Context: an optimization exercise on an open-source flow, tuned for a short achievable clock period and few clock cycles. The choices shown serve that exercise and are no tape-out recipe.
Only simulation tests tie the RTL to the original design; equivalence was not proved.
No activity file was given, so power comes from the tool's default toggle rates.

==> design/flow/design.v <==
module anna_cpu (
    input  wire        clk,
    input  wire        rst,           
    input  wire        run_start,
    input  wire [15:0] run_budget,
    output reg         done,
    output reg  [1:0]  stop_reason,   
    output reg  [1:0]  fault_code,    
    output reg  [1:0]  status,        
    output reg  [15:0] pc,
    output reg  [31:0] cycles,
    output reg         mem_req,
    output reg         mem_we,
    output reg  [15:0] mem_addr,
    output reg  [15:0] mem_wdata,
    input  wire        mem_gnt,
    input  wire [15:0] mem_rdata,
    input  wire        in_valid,
    input  wire [15:0] in_data,
    output reg         in_pop,
    output reg         out_valid,
    output reg  [1:0]  out_kind,      
    output reg  [15:0] out_data
);
    localparam [1:0] ST_HALTED = 2'd0, ST_RUNNING = 2'd1, ST_PAUSED = 2'd2;
    localparam [1:0] SR_HALTED = 2'd0, SR_CYCLES = 2'd1, SR_FAULT = 2'd2;
    localparam [1:0] F_INPUT = 2'd1, F_OPCODE = 2'd2, F_DIVZERO = 2'd3;
    localparam [1:0] S_IDLE = 2'd0, S_RUN = 2'd1, S_END = 2'd2;
    localparam [1:0] K_FETCH = 2'd0, K_LOAD = 2'd1, K_STORE = 2'd2, K_STR = 2'd3;
    localparam [2:0] L_IDLE = 3'd0, L_MUL1 = 3'd1, L_MUL2 = 3'd2, L_ALIGN = 3'd3, L_STEP = 3'd4,
                     L_FIN = 3'd5;
    localparam NB = 4;                
    localparam QD = 5;                
    localparam NC = 16;               
    integer i, j;
    function [16:0] add16(input [15:0] x, input [15:0] y, input ci);
        reg [15:0] g, p, g2, p2;
        integer k, d;
        begin
            g = x & y;
            p = x ^ y;
            g[0] = g[0] | (p[0] & ci);
            for (d = 1; d < 16; d = d * 2) begin
                g2 = g;
                p2 = p;
                for (k = d; k < 16; k = k + 1) begin
                    g2[k] = g[k] | (p[k] & g[k-d]);
                    p2[k] = p[k] & p[k-d];
                end
                g = g2;
                p = p2;
            end
            add16 = {g[15], (x ^ y) ^ {g[14:0], ci}};
        end
    endfunction
    function [18:0] add18(input [17:0] x, input [17:0] y, input ci);
        reg [17:0] g, p, g2, p2;
        integer k, d;
        begin
            g = x & y;
            p = x ^ y;
            g[0] = g[0] | (p[0] & ci);
            for (d = 1; d < 18; d = d * 2) begin
                g2 = g;
                p2 = p;
                for (k = d; k < 18; k = k + 1) begin
                    g2[k] = g[k] | (p[k] & g[k-d]);
                    p2[k] = p[k] & p[k-d];
                end
                g = g2;
                p = p2;
            end
            add18 = {g[17], (x ^ y) ^ {g[16:0], ci}};
        end
    endfunction
    function [31:0] csa(input [15:0] x, input [15:0] y, input [15:0] z);
        reg [15:0] c;
        begin
            c = (x & y) | (x & z) | (y & z);
            csa = {c[14:0], 1'b0, x ^ y ^ z};
        end
    endfunction
    function [63:0] mul4rows(input [15:0] a, input [15:0] b);
        reg [255:0] r;
        reg [175:0] t;
        reg [127:0] u;
        reg [95:0]  v;
        integer k;
        begin
            for (k = 0; k < 16; k = k + 1)
                r[16*k +: 16] = b[k] ? (a << k) : 16'd0;
            for (k = 0; k < 5; k = k + 1)
                t[32*k +: 32] = csa(r[48*k +: 16], r[48*k+16 +: 16], r[48*k+32 +: 16]);
            t[160 +: 16] = r[240 +: 16];
            for (k = 0; k < 3; k = k + 1)
                u[32*k +: 32] = csa(t[48*k +: 16], t[48*k+16 +: 16], t[48*k+32 +: 16]);
            u[96 +: 32] = t[144 +: 32];
            for (k = 0; k < 2; k = k + 1)
                v[32*k +: 32] = csa(u[48*k +: 16], u[48*k+16 +: 16], u[48*k+32 +: 16]);
            v[64 +: 32] = u[96 +: 32];
            for (k = 0; k < 2; k = k + 1)
                mul4rows[32*k +: 32] = csa(v[48*k +: 16], v[48*k+16 +: 16], v[48*k+32 +: 16]);
        end
    endfunction
    function [15:0] inc16(input [15:0] x);
        reg [15:0] c, c2;
        integer k, d;
        begin
            c = x;
            for (d = 1; d < 16; d = d * 2) begin
                c2 = c;
                for (k = d; k < 16; k = k + 1) c2[k] = c[k] & c[k-d];
                c = c2;
            end
            inc16 = x ^ {c[14:0], 1'b1};
        end
    endfunction
    function [31:0] inc32(input [31:0] x);
        reg [31:0] c, c2;
        integer k, d;
        begin
            c = x;
            for (d = 1; d < 32; d = d * 2) begin
                c2 = c;
                for (k = d; k < 32; k = k + 1) c2[k] = c[k] & c[k-d];
                c = c2;
            end
            inc32 = x ^ {c[30:0], 1'b1};
        end
    endfunction
    function [21:0] predec(input [15:0] w);
        integer k;
        begin
            for (k = 1; k < 8; k = k + 1) begin
                predec[k-1]    = (w[11:9] == k);
                predec[7+k-1]  = (w[8:6]  == k);
                predec[14+k-1] = (w[5:3]  == k);
            end
            predec[21] = (w[5:3] == 3'd0);
        end
    endfunction
    function integer nxk(input integer k, input integer d);
        nxk = (k + d < QD) ? k + d : QD - 1;
    endfunction
    function [15:0] neg16(input [15:0] x);
        neg16 = inc16(~x);
    endfunction
    reg [1:0]  st;
    reg [15:0] budget;
    reg        bud1;                  
    reg [15:0] regs [1:7];
    reg [7:1]  pend;                  
    reg [6:0]  regz;                  
    reg [6:0]  wr_last;               
    reg [QD-1:0] q_v;
    reg [QD-1:0] q_p;                 
    reg [15:0] q_w [0:QD-1];
    reg [15:0] q_a [0:QD-1];          
    reg [15:0] q_n [0:QD-1];          
    reg [21:0] q_s [0:QD-1];          
    reg [15:0] fp;                    
    reg [NB-1:0] bt_v;
    reg [15:0]   bt_a [0:NB-1];
    reg [15:0]   bt_t [0:NB-1];
    reg [1:0]    bt_ptr;
    reg [NC-1:0] c_v;
    reg [15:0]   c_a [0:NC-1];
    reg [15:0]   c_d [0:NC-1];
    reg [21:0]   c_s [0:NC-1];        
    reg [3:0]    c_ptr;
    reg [1:0]  pkind;
    reg [2:0]  prd;
    reg        pep;
    reg        d_v;
    reg        d_we;
    reg [15:0] d_addr;
    reg [15:0] d_wdata;
    reg [2:0]  d_rd;
    reg        rv;
    reg [1:0]  rkind;
    reg [2:0]  rrd;
    reg        rep;
    reg        rpt;
    reg [15:0] raddr;
    reg [15:0] raddr1;
    reg        st_chk;
    reg [15:0] st_addr;
    reg        s_act;
    reg        s_zero;
    reg        s_ep;
    reg [15:0] s_ptr;
    reg        inq_v;
    reg [15:0] inq_d;
    reg [1:0]  in_stale;
    reg [1:0]  e_reason;
    reg [1:0]  e_status;
    reg [1:0]  e_code;
    reg [2:0]  lu_st;
    reg        lu_mod;
    reg [2:0]  lu_rd;
    reg [15:0] lu_a;                  
    reg [15:0] lu_b;                  
    reg [15:0] lu_orig;               
    reg        lu_qneg, lu_rneg;
    reg [15:0] dv_r, dv_d, dv_q;
    reg [3:0]  dv_cnt;                
    reg [63:0] m_rows;                
    wire [15:0] ir   = q_w[0];
    wire [15:0] ipc  = q_a[0];
    wire [15:0] ipc1 = q_n[0];
    wire        ipt  = q_p[0];
    wire        iv   = q_v[0] & (st == S_RUN);
    wire [3:0] op  = ir[15:12];
    wire [2:0] rd  = ir[11:9];
    wire [2:0] rs1 = ir[8:6];
    wire [2:0] rs2 = ir[5:3];
    wire [2:0] fn  = ir[2:0];
    wire [15:0] imm6 = {{10{ir[5]}}, ir[5:0]};
    wire [15:0] imm8 = {{8{ir[7]}}, ir[7:0]};
    wire [6:0] oh_rd  = q_s[0][6:0];
    wire [6:0] oh_rs1 = q_s[0][13:7];
    wire [6:0] oh_rs2 = q_s[0][20:14];
    reg  [15:0] xrd, xrs1, xrs2;
    always @(*) begin
        xrd = 16'd0; xrs1 = 16'd0; xrs2 = 16'd0;
        for (j = 1; j < 8; j = j + 1) begin
            xrd  = xrd  | ({16{oh_rd[j-1]}}  & regs[j]);
            xrs1 = xrs1 | ({16{oh_rs1[j-1]}} & regs[j]);
            xrs2 = xrs2 | ({16{oh_rs2[j-1]}} & regs[j]);
        end
    end
    wire is_math = (op == 4'd0);
    wire is_jalr = (op == 4'd1);
    wire is_in   = (op == 4'd2);
    wire is_addi = (op == 4'd3);
    wire is_shf  = (op == 4'd4);
    wire is_lw   = (op == 4'd5);
    wire is_sw   = (op == 4'd6);
    wire is_br   = (op >= 4'd9) && (op <= 4'd14);
    wire is_op15 = (op == 4'd15);
    wire is_sent = (ir == 16'hF000);
    wire is_inv  = is_op15 && (fn > 3'd2);
    wire is_halt = is_op15 && (fn <= 3'd2) && (rd == 3'd0);
    wire is_outs = is_op15 && (fn == 3'd1) && (rd != 3'd0);
    wire is_out  = is_op15 && (fn == 3'd0 || fn == 3'd2) && (rd != 3'd0);
    wire is_mul  = is_math && (fn == 3'd5);
    wire is_div  = is_math && (fn[2:1] == 2'b11);
    wire is_lu   = (is_mul || is_div) && (rd != 3'd0);
    wire e_memop = (is_lw && rd != 3'd0) || is_sw;
    wire use_rs1 = is_math || is_addi || is_shf || is_lw || is_sw || is_jalr;
    wire use_rs2 = is_math && (fn != 3'd4);
    wire [7:0] pmask = {pend, 1'b0};
    wire hz = (|(oh_rd & pend)) || (use_rs1 && (|(oh_rs1 & pend))) ||
              (use_rs2 && (|(oh_rs2 & pend)));
    wire [6:0] e_woh = is_jalr ? oh_rs1 : oh_rd;
    wire xrd_z = (xrd == 16'd0);
    reg br_taken;
    always @(*) begin
        case (op)
            4'd9:    br_taken = xrd_z;
            4'd10:   br_taken = !xrd_z;
            4'd11:   br_taken = !xrd[15] && !xrd_z;
            4'd12:   br_taken = !xrd[15];
            4'd13:   br_taken = xrd[15];
            4'd14:   br_taken = xrd[15] || xrd_z;
            default: br_taken = 1'b0;
        endcase
    end
    wire [15:0] br_tgt = add16(ipc1, imm8, 1'b0);
    wire [5:0] sh  = ir[5:0];
    wire [5:0] nsh = 6'd0 - ir[5:0];
    wire       sh_left = !sh[5] && (sh != 6'd0);
    wire [15:0] shl = sh[4] ? 16'd0 : (xrs1 << sh[3:0]);
    wire [15:0] shr = (nsh[5] || nsh[4]) ? 16'd0 : (xrs1 >> nsh[3:0]);
    wire [15:0] shf_res = sh_left ? shl : shr;
    wire        a_sub   = is_math && (fn == 3'd1);
    wire [15:0] a_b     = is_math ? (a_sub ? ~xrs2 : xrs2) : imm6;
    wire [15:0] e_sum   = add16(xrs1, a_b, a_sub);
    wire [15:0] e_addr  = e_sum;
    wire        e_arith = (is_math && fn[2:1] == 2'b00) || is_addi;
    reg         e_wr;
    reg  [2:0]  e_widx;
    reg  [15:0] e_wval;
    reg  [15:0] e_oval;               
    always @(*) begin
        e_wr   = 1'b0;
        e_widx = rd;
        e_oval = 16'd0;
        case (op)
            4'd0: begin
                e_wr = (fn <= 3'd4);
                case (fn)
                    3'd2:    e_oval = xrs1 & xrs2;
                    3'd3:    e_oval = xrs1 | xrs2;
                    default: e_oval = ~xrs1;
                endcase
            end
            4'd1: begin e_wr = 1'b1; e_widx = rs1; e_oval = ipc1; end
            4'd2: begin e_wr = 1'b1; e_oval = inq_d; end
            4'd3: begin e_wr = 1'b1; end
            4'd4: begin e_wr = 1'b1; e_oval = shf_res; end
            4'd7: begin e_wr = 1'b1; e_oval = imm8; end
            4'd8: begin e_wr = 1'b1; e_oval = {ir[7:0], xrd[7:0]}; end
            default: ;
        endcase
        e_wval = e_arith ? e_sum : e_oval;
    end
    reg         ch_fp, ch_ra;
    reg  [15:0] cd_fp;
    reg  [21:0] cs_fp;
    reg  [NC-1:0] cm_fp;
    always @(*) begin
        ch_fp = 1'b0; ch_ra = 1'b0; cd_fp = 16'd0; cs_fp = 22'd0;
        for (j = 0; j < NC; j = j + 1) begin
            cm_fp[j] = c_v[j] && (c_a[j] == fp);
            ch_fp = ch_fp | cm_fp[j];
            cd_fp = cd_fp | ({16{cm_fp[j]}} & c_d[j]);
            cs_fp = cs_fp | ({22{cm_fp[j]}} & c_s[j]);
            ch_ra = ch_ra | (c_v[j] && (c_a[j] == raddr));
        end
    end
    reg smc_q;
    always @(*) begin
        smc_q = 1'b0;
        for (j = 0; j < QD; j = j + 1)
            if (q_v[j] && q_a[j] == st_addr) smc_q = 1'b1;
    end
    wire smc_hit = st_chk && (smc_q || (rv && rkind == K_FETCH && raddr == st_addr) ||
                              (ch_fp && fp == st_addr));
    wire kill = smc_hit && (st == S_RUN);
    wire dz_stale = |(oh_rs2 & wr_last);
    wire stall = hz || (is_div && dz_stale) || (e_memop && d_v) || (is_lu && lu_st != L_IDLE) ||
                 (is_in && in_stale != 2'd0) || (is_outs && s_act && !s_zero);
    wire go = iv && !stall && !kill;
    wire dz      = q_s[0][21] || (|(oh_rs2 & regz));
    wire f_sent  = go && is_sent;
    wire f_inv   = go && !is_sent && is_inv;
    wire f_dz    = go && is_div && dz;
    wire f_in    = go && is_in && !inq_v;
    wire s_start = go && is_outs && !s_act;
    wire commit  = go && !is_sent && !is_inv && !(is_div && dz) &&
                   !(is_in && !inq_v) && !(is_outs && !s_act);
    wire c_last  = commit && (is_halt || bud1);
    wire fin     = f_sent || f_inv || f_dz || f_in || c_last;
    wire e_mem_go = commit && e_memop;
    wire e_lu_go  = commit && is_lu;
    wire        taken  = is_br && br_taken && (ir[7:0] != 8'd0);
    wire        redir  = commit && !c_last && (is_jalr || (taken != ipt));
    wire        bt_ins = commit && taken && !ipt;
    wire [15:0] npc    = is_jalr ? xrd : (is_br && br_taken) ? br_tgt : is_halt ? ipc : ipc1;
    wire [15:0] redir_tgt = kill ? pc : is_jalr ? xrd : (is_br && !ipt) ? br_tgt : ipc1;
    wire port_data = mem_req && (pkind == K_LOAD || pkind == K_STORE);
    wire drained = !e_mem_go && !e_lu_go && (pend == 7'd0) && (lu_st == L_IDLE) &&
                   !d_v && !port_data;
    function [3:0] clz16(input [15:0] v);
        integer k;
        reg found;
        begin
            clz16 = 4'd0;
            found = 1'b0;
            for (k = 15; k >= 0; k = k - 1) begin
                if (!found && v[k]) begin
                    clz16 = 4'd15 - k[3:0];
                    found = 1'b1;
                end
            end
        end
    endfunction
    wire [63:0] m_rows_n = mul4rows(lu_a, lu_b);
    wire [31:0] m_c1  = csa(m_rows[15:0], m_rows[31:16], m_rows[47:32]);
    wire [31:0] m_c2  = csa(m_c1[15:0], m_c1[31:16], m_rows[63:48]);
    wire [15:0] mul_res = add16(m_c2[15:0], m_c2[31:16], 1'b0);
    wire [3:0]  lz_a = clz16(lu_a);
    wire [3:0]  lz_b = clz16(lu_b);
    wire [3:0]  al_p = lz_b - lz_a;
    wire [16:0] ab_c = add16(lu_a, ~lu_b, 1'b1);
    wire        a_lt_b = !ab_c[16];
    wire [15:0] ba_d   = add16(lu_b, ~lu_a, 1'b1);
    wire        al_one = (al_p == 4'd0);           
    function [18:0] sub3(input [15:0] r, input [15:0] t1, input [15:0] t2, input [15:0] t3);
        reg [17:0] x, y, z, w, sa, ca, sb, cb;
        begin
            x = {2'b00, r};
            y = ~{2'b00, t1};
            z = ~{2'b00, t2};
            w = ~{2'b00, t3};
            sa = x ^ y ^ z;
            ca = {((x & y) | (x & z) | (y & z)), 1'b1} ;    
            sb = sa ^ ca ^ w;
            cb = {((sa & ca) | (sa & w) | (ca & w)), 1'b1};  
            sub3 = add18(sb, cb, 1'b1);                       
        end
    endfunction
    wire [15:0] dv_h = {1'b0, dv_d[15:1]};
    wire [15:0] dv_f = {2'b00, dv_d[15:2]};
    reg  [18:0] dsub [1:7];
    always @(*) begin
        dsub[1] = sub3(dv_r, dv_f, 16'd0, 16'd0);
        dsub[2] = sub3(dv_r, dv_h, 16'd0, 16'd0);
        dsub[3] = sub3(dv_r, dv_h, dv_f, 16'd0);
        dsub[4] = sub3(dv_r, dv_d, 16'd0, 16'd0);
        dsub[5] = sub3(dv_r, dv_d, dv_f, 16'd0);
        dsub[6] = sub3(dv_r, dv_d, dv_h, 16'd0);
        dsub[7] = sub3(dv_r, dv_d, dv_h, dv_f);
    end
    wire        rem1 = (dv_cnt == 4'd0);
    wire        rem2 = (dv_cnt == 4'd1);
    reg  [2:0]  dk;
    reg  [15:0] dr;
    always @(*) begin
        dk = 3'd0;
        dr = dv_r;
        for (j = 1; j < 8; j = j + 1)
            if (!dsub[j][17] && (rem1 ? (j == 4) : rem2 ? (j[0] == 1'b0) : 1'b1)) begin
                dk = j;
                dr = dsub[j][15:0];
            end
    end
    reg         lu_we;
    reg  [15:0] lu_wval;
    always @(*) begin
        lu_we   = 1'b0;
        lu_wval = 16'd0;
        case (lu_st)
            L_MUL2:  begin lu_we = 1'b1; lu_wval = mul_res; end
            L_ALIGN: begin
                lu_we = a_lt_b || al_one;
                if (a_lt_b) lu_wval = lu_mod ? lu_orig : 16'd0;
                else if (lu_mod) lu_wval = lu_rneg ? ba_d : ab_c[15:0];
                else lu_wval = lu_qneg ? 16'hFFFF : 16'd1;
            end
            L_FIN:   begin
                lu_we = 1'b1;
                if (lu_mod) lu_wval = lu_rneg ? neg16(dv_r) : dv_r;
                else        lu_wval = lu_qneg ? neg16(dv_q) : dv_q;
            end
            default: ;
        endcase
    end
    wire rv_f    = rv && (rkind == K_FETCH);
    wire p_fetch = mem_req && (pkind == K_FETCH);
    reg [3:0] q_cnt;
    always @(*) begin
        q_cnt = 4'd0;
        for (j = 0; j < QD; j = j + 1) q_cnt = q_cnt + {3'b0, q_v[j]};
    end
    wire [15:0] sk_t = (is_br && !ipt) ? br_tgt : ipc1;
    wire sk_r  = rv_f && (raddr == sk_t);
    wire sk_f  = (fp == sk_t);
    wire skip  = redir && !is_jalr && !kill && (sk_r || sk_f);
    wire deq   = commit;
    wire flush = kill || (redir && !skip) || fin || (st != S_RUN);
    wire       arr1   = rv_f && !(skip && !sk_r);
    wire [3:0] n_cd  = q_cnt + {3'b0, rv_f};
    wire c_room = ch_fp && (n_cd <= QD - 1);
    wire cdir = c_room && !flush;
    wire [3:0] base_g1 = q_cnt + {3'b0, rv_f} + {3'b0, p_fetch || c_room};
    wire [3:0] base_g0 = q_cnt + {3'b0, rv_f} + {3'b0, c_room};
    wire fok_g1 = (base_g1 <= QD - 1);
    wire fok_g0 = (base_g0 <= QD - 1);
    wire [QD-1:0] q_sh = skip ? {QD{1'b0}} : deq ? {1'b0, q_v[QD-1:1]} : q_v;
    wire [QD-1:0] q_put  = q_sh ^ {q_sh[QD-2:0], 1'b1};
    wire [QD-1:0] q_put2 = {q_put[QD-2:0], 1'b0};
    reg         bt_hit;
    reg  [15:0] bt_tgt;
    wire [15:0] fp1 = inc16(fp);
    always @(*) begin
        bt_hit = 1'b0;
        bt_tgt = fp1;
        for (j = 0; j < NB; j = j + 1)
            if (bt_v[j] && bt_a[j] == fp) begin
                bt_hit = 1'b1;
                bt_tgt = bt_t[j];
            end
    end
    wire        restart = kill || (redir && !skip);
    wire [15:0] fa_g1 = restart ? redir_tgt : (p_fetch || cdir) ? bt_tgt : fp;
    wire [15:0] fa_g0 = restart ? redir_tgt : cdir ? bt_tgt : fp;
    wire [15:0] fp1_n = inc16(fp);
    wire e_is_mem = iv && e_memop && !d_v;           
    wire e_is_str = iv && is_outs && !s_act && !e_is_mem;
    wire s_more   = s_act && !s_zero;
    wire [15:0] str_a = e_is_str ? xrd : s_ptr;
    wire port_free = mem_gnt || !mem_req || p_fetch;
    always @(posedge clk) begin
        if (rst) begin
            st          <= S_IDLE;
            pc          <= 16'd0;
            cycles      <= 32'd0;
            status      <= ST_HALTED;
            done        <= 1'b0;
            stop_reason <= SR_HALTED;
            fault_code  <= 2'd0;
            budget      <= 16'd0;
            bud1        <= 1'b0;
            for (i = 1; i < 8; i = i + 1) regs[i] <= 16'd0;
            pend        <= 7'd0;
            regz        <= 7'h7f;
            wr_last     <= 7'd0;
            q_v         <= {QD{1'b0}};
            q_p         <= {QD{1'b0}};
            for (i = 0; i < QD; i = i + 1) begin
                q_w[i] <= 16'd0; q_a[i] <= 16'd0; q_n[i] <= 16'd0; q_s[i] <= 22'd0;
            end
            fp          <= 16'd0;
            bt_v        <= {NB{1'b0}};
            bt_ptr      <= 2'd0;
            for (i = 0; i < NB; i = i + 1) begin
                bt_a[i] <= 16'd0; bt_t[i] <= 16'd0;
            end
            mem_req     <= 1'b1;
            mem_we      <= 1'b0;
            mem_addr    <= 16'd0;
            mem_wdata   <= 16'd0;
            pkind       <= K_FETCH;
            prd         <= 3'd0;
            pep         <= 1'b0;
            d_v         <= 1'b0;
            d_we        <= 1'b0;
            d_addr      <= 16'd0;
            d_wdata     <= 16'd0;
            d_rd        <= 3'd0;
            rv          <= 1'b0;
            rkind       <= K_FETCH;
            rrd         <= 3'd0;
            rep         <= 1'b0;
            rpt         <= 1'b0;
            c_v         <= {NC{1'b0}};
            c_ptr       <= 4'd0;
            for (i = 0; i < NC; i = i + 1) begin
                c_a[i] <= 16'd0; c_d[i] <= 16'd0; c_s[i] <= 22'd0;
            end
            raddr       <= 16'd0;
            raddr1      <= 16'd0;
            st_chk      <= 1'b0;
            st_addr     <= 16'd0;
            s_act       <= 1'b0;
            s_zero      <= 1'b0;
            s_ep        <= 1'b0;
            s_ptr       <= 16'd0;
            inq_v       <= 1'b0;
            inq_d       <= 16'd0;
            in_stale    <= 2'd2;
            e_reason    <= 2'd0;
            e_status    <= 2'd0;
            e_code      <= 2'd0;
            in_pop      <= 1'b0;
            out_valid   <= 1'b0;
            out_kind    <= 2'd0;
            out_data    <= 16'd0;
            lu_st       <= L_IDLE;
            m_rows      <= 64'd0;
            lu_mod      <= 1'b0;
            lu_rd       <= 3'd0;
            lu_a        <= 16'd0;
            lu_b        <= 16'd0;
            lu_orig     <= 16'd0;
            lu_qneg     <= 1'b0;
            lu_rneg     <= 1'b0;
            dv_r        <= 16'd0;
            dv_d        <= 16'd0;
            dv_q        <= 16'd0;
            dv_cnt      <= 4'd0;
        end else begin
            done      <= 1'b0;
            in_pop    <= 1'b0;
            out_valid <= 1'b0;
            inq_v <= in_valid;
            inq_d <= in_data;
            if (in_stale != 2'd0) in_stale <= in_stale - 2'd1;
            for (i = 1; i < 8; i = i + 1) begin
                if (commit && e_wr && e_woh[i-1] && op == 4'd7)
                    regz[i-1] <= (ir[7:0] == 8'd0);
                else
                    regz[i-1] <= (regs[i] == 16'd0);
                wr_last[i-1] <= (rv && rkind == K_LOAD && rrd == i) || (lu_we && lu_rd == i) ||
                                (commit && e_wr && e_woh[i-1] && op != 4'd7);
                if (commit && e_wr && e_woh[i-1])
                    regs[i] <= e_wval;
                else if (rv && rkind == K_LOAD && rrd == i)
                    regs[i] <= mem_rdata;
                else if (lu_we && lu_rd == i)
                    regs[i] <= lu_wval;
            end
            if (rv && rkind == K_LOAD) pend[rrd] <= 1'b0;
            if (lu_we) pend[lu_rd] <= 1'b0;
            rv <= 1'b0;
            if (rv && rkind == K_STR && rep == s_ep && s_act && !s_zero) begin
                out_valid <= 1'b1;
                out_kind  <= (mem_rdata == 16'd0) ? 2'd3 : 2'd2;
                out_data  <= mem_rdata;
                if (mem_rdata == 16'd0) s_zero <= 1'b1;
            end
            case (lu_st)
                L_MUL1: begin
                    m_rows <= m_rows_n;
                    lu_st  <= L_MUL2;
                end
                L_MUL2: lu_st <= L_IDLE;
                L_ALIGN: begin
                    if (a_lt_b) begin
                        lu_st <= L_IDLE;
                    end else if (al_one) begin
                        lu_st <= L_IDLE;
                    end else begin
                        dv_r   <= lu_a;
                        dv_d   <= lu_b << al_p;
                        dv_q   <= 16'd0;
                        dv_cnt <= al_p;
                        lu_st  <= L_STEP;
                    end
                end
                L_STEP: begin
                    dv_r <= dr;
                    if (rem1) begin
                        dv_q  <= {dv_q[14:0], dk[2]};
                        lu_st <= L_FIN;
                    end else if (rem2) begin
                        dv_q  <= {dv_q[13:0], dk[2:1]};
                        lu_st <= L_FIN;
                    end else begin
                        dv_q <= {dv_q[12:0], dk};
                        dv_d <= {3'b000, dv_d[15:3]};
                        if (dv_cnt == 4'd2) lu_st <= L_FIN;
                        else dv_cnt <= dv_cnt - 4'd3;
                    end
                end
                L_FIN: lu_st <= L_IDLE;
                default: ;
            endcase
            st_chk <= 1'b0;
            if (commit) begin
                pc     <= npc;
                cycles <= inc32(cycles);
                budget <= add16(budget, 16'hFFFF, 1'b0);
                bud1   <= (budget == 16'd2);
                if (is_in) begin
                    in_pop   <= 1'b1;
                    in_stale <= 2'd2;
                end
                if (is_out) begin
                    out_valid <= 1'b1;
                    out_kind  <= (fn == 3'd2) ? 2'd1 : 2'd0;
                    out_data  <= xrd;
                end
                if (is_outs) s_act <= 1'b0;
                if (e_mem_go && is_lw) pend[rd] <= 1'b1;
                if (e_mem_go && is_sw) begin
                    st_chk  <= 1'b1;
                    st_addr <= e_addr;
                end
                if (e_lu_go) begin
                    pend[rd] <= 1'b1;
                    lu_rd    <= rd;
                    lu_mod   <= fn[0];
                    if (is_mul) begin
                        lu_a  <= xrs1;
                        lu_b  <= xrs2;
                        lu_st <= L_MUL1;
                    end else begin
                        lu_a    <= xrs1[15] ? neg16(xrs1) : xrs1;
                        lu_b    <= xrs2[15] ? neg16(xrs2) : xrs2;
                        lu_orig <= xrs1;
                        lu_qneg <= xrs1[15] ^ xrs2[15];
                        lu_rneg <= xrs1[15];
                        lu_st   <= L_ALIGN;
                    end
                end
            end
            if (s_start) begin
                s_act  <= 1'b1;
                s_zero <= 1'b0;
                s_ep   <= ~s_ep;
                s_ptr  <= xrd;
            end
            if (st != S_RUN) begin
                bt_v <= {NB{1'b0}};
            end else begin
                for (i = 0; i < NB; i = i + 1)
                    if (st_chk && bt_a[i] == st_addr) bt_v[i] <= 1'b0;
                if (bt_ins) begin
                    bt_v[bt_ptr] <= 1'b1;
                    bt_a[bt_ptr] <= ipc;
                    bt_t[bt_ptr] <= br_tgt;
                    bt_ptr       <= bt_ptr + 2'd1;
                end
            end
            if (flush) begin
                q_v <= {QD{1'b0}};
            end else begin
                for (i = 0; i < QD; i = i + 1) begin
                    if (q_sh[i]) begin
                        if (deq) begin
                            q_w[i] <= q_w[nxk(i, 1)]; q_s[i] <= q_s[nxk(i, 1)];
                            q_p[i] <= q_p[nxk(i, 1)];
                            q_a[i] <= q_a[nxk(i, 1)]; q_n[i] <= q_n[nxk(i, 1)];
                        end
                        q_v[i] <= 1'b1;
                    end else if (q_put[i] && arr1) begin
                        q_w[i] <= mem_rdata; q_s[i] <= predec(mem_rdata); q_p[i] <= rpt;
                        q_a[i] <= raddr; q_n[i] <= raddr1;
                        q_v[i] <= 1'b1;
                    end else if ((q_put[i] && !arr1) || (q_put2[i] && arr1)) begin
                        q_w[i] <= cd_fp; q_s[i] <= cs_fp; q_p[i] <= bt_hit;
                        q_a[i] <= fp; q_n[i] <= fp1_n;
                        q_v[i] <= cdir;
                    end else begin
                        q_v[i] <= 1'b0;
                    end
                end
            end
            if (st != S_RUN) begin
                c_v <= {NC{1'b0}};
            end else begin
                for (i = 0; i < NC; i = i + 1)
                    if (st_chk && c_a[i] == st_addr) c_v[i] <= 1'b0;
                if (rv_f && !kill && !ch_ra) begin
                    c_v[c_ptr] <= 1'b1;
                    c_a[c_ptr] <= raddr;
                    c_d[c_ptr] <= mem_rdata;
                    c_s[c_ptr] <= predec(mem_rdata);
                    c_ptr      <= c_ptr + 4'd1;
                end
            end
            if (st == S_RUN) begin
                if (mem_gnt && mem_req && pkind != K_STORE &&
                    !(pkind == K_FETCH && (flush || cdir))) begin
                    rv     <= 1'b1;
                    rkind  <= pkind;
                    rrd    <= prd;
                    rep    <= pep;
                    rpt    <= bt_hit;
                    raddr  <= mem_addr;
                    raddr1 <= inc16(mem_addr);
                end
                fp <= mem_gnt ? fa_g1 : fa_g0;
                if (port_free) begin
                    if (d_v) begin
                        mem_req <= 1'b1; mem_we <= d_we; mem_addr <= d_addr; mem_wdata <= d_wdata;
                        pkind <= d_we ? K_STORE : K_LOAD; prd <= d_rd;
                        d_v <= 1'b0;
                    end else if (e_is_mem) begin
                        mem_req <= e_mem_go; mem_we <= is_sw && e_mem_go;
                        mem_wdata <= xrd;        
                        pkind <= is_sw ? K_STORE : K_LOAD; prd <= rd;
                    end else if (e_is_str || s_more) begin
                        mem_req <= e_is_str ? s_start : 1'b1; mem_we <= 1'b0; mem_addr <= str_a;
                        pkind <= K_STR; pep <= e_is_str ? ~s_ep : s_ep;
                        s_ptr <= inc16(str_a);
                    end else begin
                        mem_req <= mem_gnt ? fok_g1 : fok_g0; mem_we <= 1'b0;
                        mem_addr <= mem_gnt ? fa_g1 : fa_g0;
                        pkind <= K_FETCH;
                    end
                end else if (e_mem_go) begin
                    d_v <= 1'b1; d_we <= is_sw; d_addr <= e_addr; d_wdata <= xrd; d_rd <= rd;
                end
            end else if (st == S_END) begin
                if (mem_gnt && mem_req && pkind == K_LOAD) begin
                    rv    <= 1'b1;
                    rkind <= pkind;
                    rrd   <= prd;
                    raddr <= mem_addr;
                end
                if (mem_gnt || !mem_req || pkind == K_FETCH || pkind == K_STR) begin
                    if (d_v) begin
                        mem_req <= 1'b1; mem_we <= d_we; mem_addr <= d_addr; mem_wdata <= d_wdata;
                        pkind <= d_we ? K_STORE : K_LOAD; prd <= d_rd;
                        d_v <= 1'b0;
                    end else begin
                        mem_req <= 1'b0; mem_we <= 1'b0; pkind <= K_FETCH;
                    end
                end
            end
            case (st)
                S_IDLE: begin
                    mem_req  <= 1'b1;
                    mem_we   <= 1'b0;
                    pkind    <= K_FETCH;
                    mem_addr <= pc;
                    fp       <= pc;
                    if (run_start) begin
                        budget <= run_budget;
                        bud1   <= (run_budget == 16'd1);
                        if (run_budget == 16'd0) begin
                            done        <= 1'b1;
                            stop_reason <= SR_CYCLES;
                            status      <= ST_PAUSED;
                            fault_code  <= 2'd0;
                        end else begin
                            st <= S_RUN;
                            if (mem_gnt && mem_req && pkind == K_FETCH && mem_addr == pc) begin
                                rv       <= 1'b1;
                                rkind    <= K_FETCH;
                                rpt      <= 1'b0;
                                raddr    <= pc;
                                raddr1   <= inc16(pc);
                                mem_addr <= inc16(pc);
                                fp       <= inc16(pc);
                            end
                        end
                    end
                end
                S_RUN: begin
                    if (fin) begin
                        if (f_sent || c_last && is_halt) begin
                            e_reason <= SR_HALTED; e_status <= ST_HALTED; e_code <= 2'd0;
                        end else if (c_last) begin
                            e_reason <= SR_CYCLES; e_status <= ST_PAUSED; e_code <= 2'd0;
                        end else begin
                            e_reason <= SR_FAULT; e_status <= ST_RUNNING;
                            e_code <= f_inv ? F_OPCODE : f_dz ? F_DIVZERO : F_INPUT;
                        end
                        if (drained) begin
                            st          <= S_IDLE;
                            done        <= 1'b1;
                            mem_req     <= 1'b1;
                            mem_we      <= 1'b0;
                            pkind       <= K_FETCH;
                            mem_addr    <= (is_op15 || is_div || is_in) ? ipc : ipc1;
                            if (f_sent || c_last && is_halt) begin
                                stop_reason <= SR_HALTED; status <= ST_HALTED; fault_code <= 2'd0;
                            end else if (c_last) begin
                                stop_reason <= SR_CYCLES; status <= ST_PAUSED; fault_code <= 2'd0;
                            end else begin
                                stop_reason <= SR_FAULT; status <= ST_RUNNING;
                                fault_code  <= f_inv ? F_OPCODE : f_dz ? F_DIVZERO : F_INPUT;
                            end
                        end else begin
                            st <= S_END;
                        end
                    end
                end
                S_END: begin
                    if ((pend == 7'd0) && (lu_st == L_IDLE) && !d_v && !port_data) begin
                        st          <= S_IDLE;
                        done        <= 1'b1;
                        mem_req     <= 1'b1;
                        mem_we      <= 1'b0;
                        pkind       <= K_FETCH;
                        mem_addr    <= pc;
                        stop_reason <= e_reason;
                        status      <= e_status;
                        fault_code  <= e_code;
                    end
                end
                default: st <= S_IDLE;
            endcase
            if (st == S_RUN && port_free && !d_v && e_is_mem && e_mem_go)
                mem_addr <= e_addr;
        end
    end
endmodule
==> design/flow/run.sh <==
#!/bin/bash
# synth_recipe.tcl (not shown) runs the flow's synth.tcl, then flattens the netlist and writes it again
# the make line also repeats each setting of config.mk as NAME=value (left out here)
make -C /OpenROAD-flow-scripts/flow DESIGN_CONFIG=/design/flow/config.mk WORK_HOME=/design/flow/orfs CLKGATE_MAP_FILE= SYNTH_SCRIPT=/design/flow/synth_recipe.tcl finish
==> design/flow/config.mk <==
export PLATFORM = sky130hd
export DESIGN_NAME = anna_cpu
export DESIGN_NICKNAME = anna_cpu
export VERILOG_FILES = /design/flow/design.v
export SDC_FILE = /design/flow/constraint.sdc
export NUM_CORES = 4
export LEC_CHECK = 0
export CAP_MARGIN = 20
export CORE_MARGIN = 2
export CORE_UTILIZATION = 40
export SETUP_SLACK_MARGIN = 5
export SLEW_MARGIN = 20
export TNS_END_PERCENT = 100
==> design/flow/constraint.sdc <==
create_clock -name core_clock -period 10.0 [get_ports {clk}]
set_input_delay 2.0000 -clock core_clock [delete_from_list [all_inputs] [get_ports {clk}]]
set_output_delay 2.0000 -clock core_clock [all_outputs]
set_load 0.01 [all_outputs]
==> flow_summary.toml <==
[synthesis]
synth_most_common_cell = "nor2_1"
yosysSeqAreaShare_pct = 38.6
yosysWarnings = 7
synth_area_leaders = "edfxtp_1 24%, dfxtp_1 15%, xnor2_1 6.9%"
synth_area_mm2 = 0.126
synth_top_family_by_area = "compound AO/OA/AOI/OAI gates"
synth_common_cells = "1,750 x nor2_1, 1,050 x nand2_1, 1,000 x xnor2_1, 992 x edfxtp_1, 982 x clkbuf_1"
yosys.area_share.adder_pct = 6.71
synthSimpleGateAreaFrac_pct = 18.2
ys_ff_latch = 1937
synth_edf_count = 992
synth_top_area_share_pct = 23.6
synth-compound-area-share_pct = 18.6
synth.largest_area_cell = "edfxtp_1"
synth_cell_types = 116
synthArstFlopShare_pct = 0
syn_avg_cell_area_um2 = 8.78
muxShareOfSynthArea_pct = 2.22
synth_xor_area_share_pct = 9.88
netlist_instances = 14375
synth_flop_cell = "edfxtp_1"
synth_nets = 15014

[grt]
grt_first_pass_wirelength_um = 819000
grt_pass1_vias = 111603
antenna_found_initial = 35
track_usage_pct = 34.9
overflow = 0
grt_max_degree = 152

[critical_path]
arrival_ps = 5830
cp-end-kind = "register"
required_ps = 10690
worstRegToRegCells = 25
r2r-start = "lu_b[12]"
start_kind = "register"
reg2reg_to = "regs[5][6]"
r2r_setup_slack_ps = 4850
path_max_fanout = 8
worstSetupPathType = "register to register"

[final_layout]
area_growth_pct = 17.5
nNetsFinal = 15003
drive_gt1_share_pct = 13.6
fillers = 29797

[placed_design]
globalplace.congestion = 1.05
dp_hpwl_um = 374000
place.port_buffers = 161

[route]
ant_nets = 0
dr.pass1.iters = 13
post_drt_wl_per_cell_um = 31.7
viasPerCell = 6.55
drcViolationCount = 0
vias = 122598
routed_wl_um = 594000
drt_iter0_drc = 20472

[run]
drv_cap = 0

[run_status]
status = "complete, no violations"

[sta]
rsz0062_at_grt = "true"
fmax_mhz = 194
setup_tns_ps = 0
setup_violations = 0
drv_slew = 0
final-hold-violation-count = 0
maxSlewHeadroom_pct = 7.10
finClkSkew_ps = 128
finalCritPeriodShare_pct = 51.5
worst_pin_slew_ps = 1390
min_period_ps = 5150

[floorplanning]
core_area_mm2 = 0.314
initial_utilization_pct = 40.1
io-pin-count = 162
fp.dieH_um = 566
row_count = 206
die_w_um = 566
dieArea_mm2 = 0.320

[worst_hold_path]
hp-start = "q_s[2][7]"
whs_path_depth = 2
holdPathEnd = "q_s[1][7]"
hold_class = "register to register"

[pwr]
power_report.internal_total_uw = 14400
p_comb_share_pct = 15.6
p_sw_share_pct = 30.3
p_switching_uw = 6250
ir_drop_mv = 0.143
total_power_uw = 20600
power.density_mw_per_mm2 = 139
p_seq_share_pct = 43.1
clockPowerShare_pct = 41.3
p_leak_uw = 0.0545

[cts]
insertion_delay_ps = 970
clk_path_buf_depth = 4
cts-htree-levels = 4
cts_made_buffers = 221
clock_sinks = 1937
cts_hold_buf = 0
clk_pin_slew_ps = 60
cts_tree = "yes"
cts_root_buffer = "clkbuf_16"
power by group through the flow:
stage                     combinational (uW)  sequential, uW  clock, uW
after floorplan                         1740            8830          0
after global placement                  2710            9060          0
after detailed placement                2710            9060          0
after CTS                               2920            8870       8510
after global routing                    3270            8880       8800
final                                   3210            8890       8510
kinds of logic (layout without fill, tap and decap cells):
family          after synthesis  count (layout)
simple gates               4852            4879
compound gates             3488            3497
flops                      1937            1937
buf+inv                    1827            1960
xor+xnor                   1415            1415
fa+ha+maj                   586             586
mux                         270             270
other cells                   0              16
per-layer routing:
| layer | part of all wire, % | vias up | GRT usage, % |
|---|---|---|---|
| met2 | 41 | 9130 | 50.9 |
| li1 | - | 51900 | - |
| met4 | 6.6 | 22 | 18.2 |
| met1 | 38 | 59342 | 46.0 |
| met5 | 0.13 | - | 0.863 |
| met3 | 14 | 2204 | 11.0 |
critical path, cell delays in order (launching register included):
cell and delay (ps):
dfxtp_4 360, nor4_4 290, nand4_1 170, or4_4 540, or3_4 350, o221ai_2 80
nor2_1 60, a21oi_1 120, o22ai_1 90, ha_2 210, inv_2 60, a21o_1 130
a21oi_2 60, xnor3_2 260, buf_8 160, or4b_4 600, nand2_4 100, o21ai_4 140
nand2_4 180, buf_6 140, buf_12 120, nand3_4 240, nor2_1 180, nor3_1 60
a211oi_1 190, a211oi_1 70
final cells by class:
type / count / area (um2) / share of cell area, %
clock inverters: 112 / 1260 / 0.851
well taps: 4160 / 5200 / 3.51
repair buffers: 993 / 10200 / 6.87
inverters: 564 / 2190 / 1.48
diodes: 16 / 40.0 / 0.0270
clock buffers: 291 / 6090 / 4.11
flip-flops and latches: 1937 / 49000 / 33.0
multi-input cells: 10647 / 74300 / 50.1
how the worst max path moves through the flow:
stage / startpoint / to / slack [ps] / cells past startpoint
floorplan: q_w[0][1] / regs[1][14] / 5000 / 25
global placement: fp[14] / q_w[0][7] / 2960 / 14
detailed placement: fp[14] / bt_a[2][4] / 2790 / 14
CTS: q_w[0][6] / q_w[2][13] / 4930 / 18
global route: lu_b[12] / regs[3][1] / 4740 / 24
finish: lu_b[12] / regs[5][6] / 4850 / 25
placed cells by master (no fill, tap or decap), types with 109 or more instances in the layout:
| cell | count |
|---|---|
| o21ai_0 | 451 |
| nor3_1 | 272 |
| o211ai_1 | 193 |
| a31oi_1 | 154 |
| clkbuf_16 | 246 |
| ha_1 | 419 |
| clkdlybuf4s50_1 | 152 |
| a22oi_1 | 308 |
| edfxtp_1 | 992 |
| nand4_1 | 233 |
| dfxtp_1 | 848 |
| nand2_1 | 991 |
| a221oi_1 | 154 |
| a21oi_1 | 893 |
| buf_4 | 583 |
| a22o_1 | 109 |
| fa_1 | 148 |
| xnor2_1 | 991 |
| xor2_1 | 406 |
| and2_1 | 187 |
| nor2_1 | 1671 |
| nand3_1 | 320 |
| inv_1 | 519 |
| and3_1 | 366 |
| mux2i_1 | 220 |
| nor4_1 | 189 |
| a211oi_1 | 293 |
state kept, by name, indices dropped and copies added, names as in the netlist, 32 cells and up:
name,cells
c_s,352
c_a,256
c_d,256
regs,112
q_s,110
q_a,80
q_n,80
q_w,80
bt_a,64
bt_t,64
m_rows,34
cycles,32
repair_timing:
item,in CTS,in global routing
gates cloned,40,33
endpoints found under the setup margin,2582,1226
buffers inserted,166,217
resized for setup,559,490
pin swaps,87,209
per-stage QoR:
stage / area, um2 / worst slack (ps) / hold slack [ps] / cells / utilization, %
floorplan: 126000 / 5000 / 422 / 14375 / -
global placement: 132000 / 2960 / 433 / 17839 / 41.9
detailed placement: 132000 / 2790 / 443 / 17842 / 41.9
CTS: 144000 / 4930 / 446 / 18451 / 45.6
global route: 148000 / 4740 / 464 / 18706 / 47.1
finish: 148000 / 4850 / 435 / 18720 / 47.2
Testbench counts, summed over its fixed seeds: cycles 128,383.

[re-timing with driven ports]
Ports are ideal in the flow. The routed layout listed here was re-timed in OpenROAD.
Step 1 assumes that a clkbuf_16 drives the clock port and a buf_2 every other input.
Step 2 moves the port delays by t, midway between the first and last clock arrival at a register: inputs arrive t later, outputs are due t later. That takes back most of the time a late clock gives input paths.
a / b / c = ideal ports / drivers / drivers and shift; a / b = the first two.
t (ns): 1.004
setup WS [ns]: 4.855 / 4.855 / 4.121
worst hold slack (ns): 0.435 / 0.435 / 0.435
worst setup path at the end: input to register
pins driven straight from the clock port: 1
After both steps setup and hold are still met in this run. For this run, drivers alone change the setup slack by 0.000 ns; drivers and shift together by -0.734 ns.
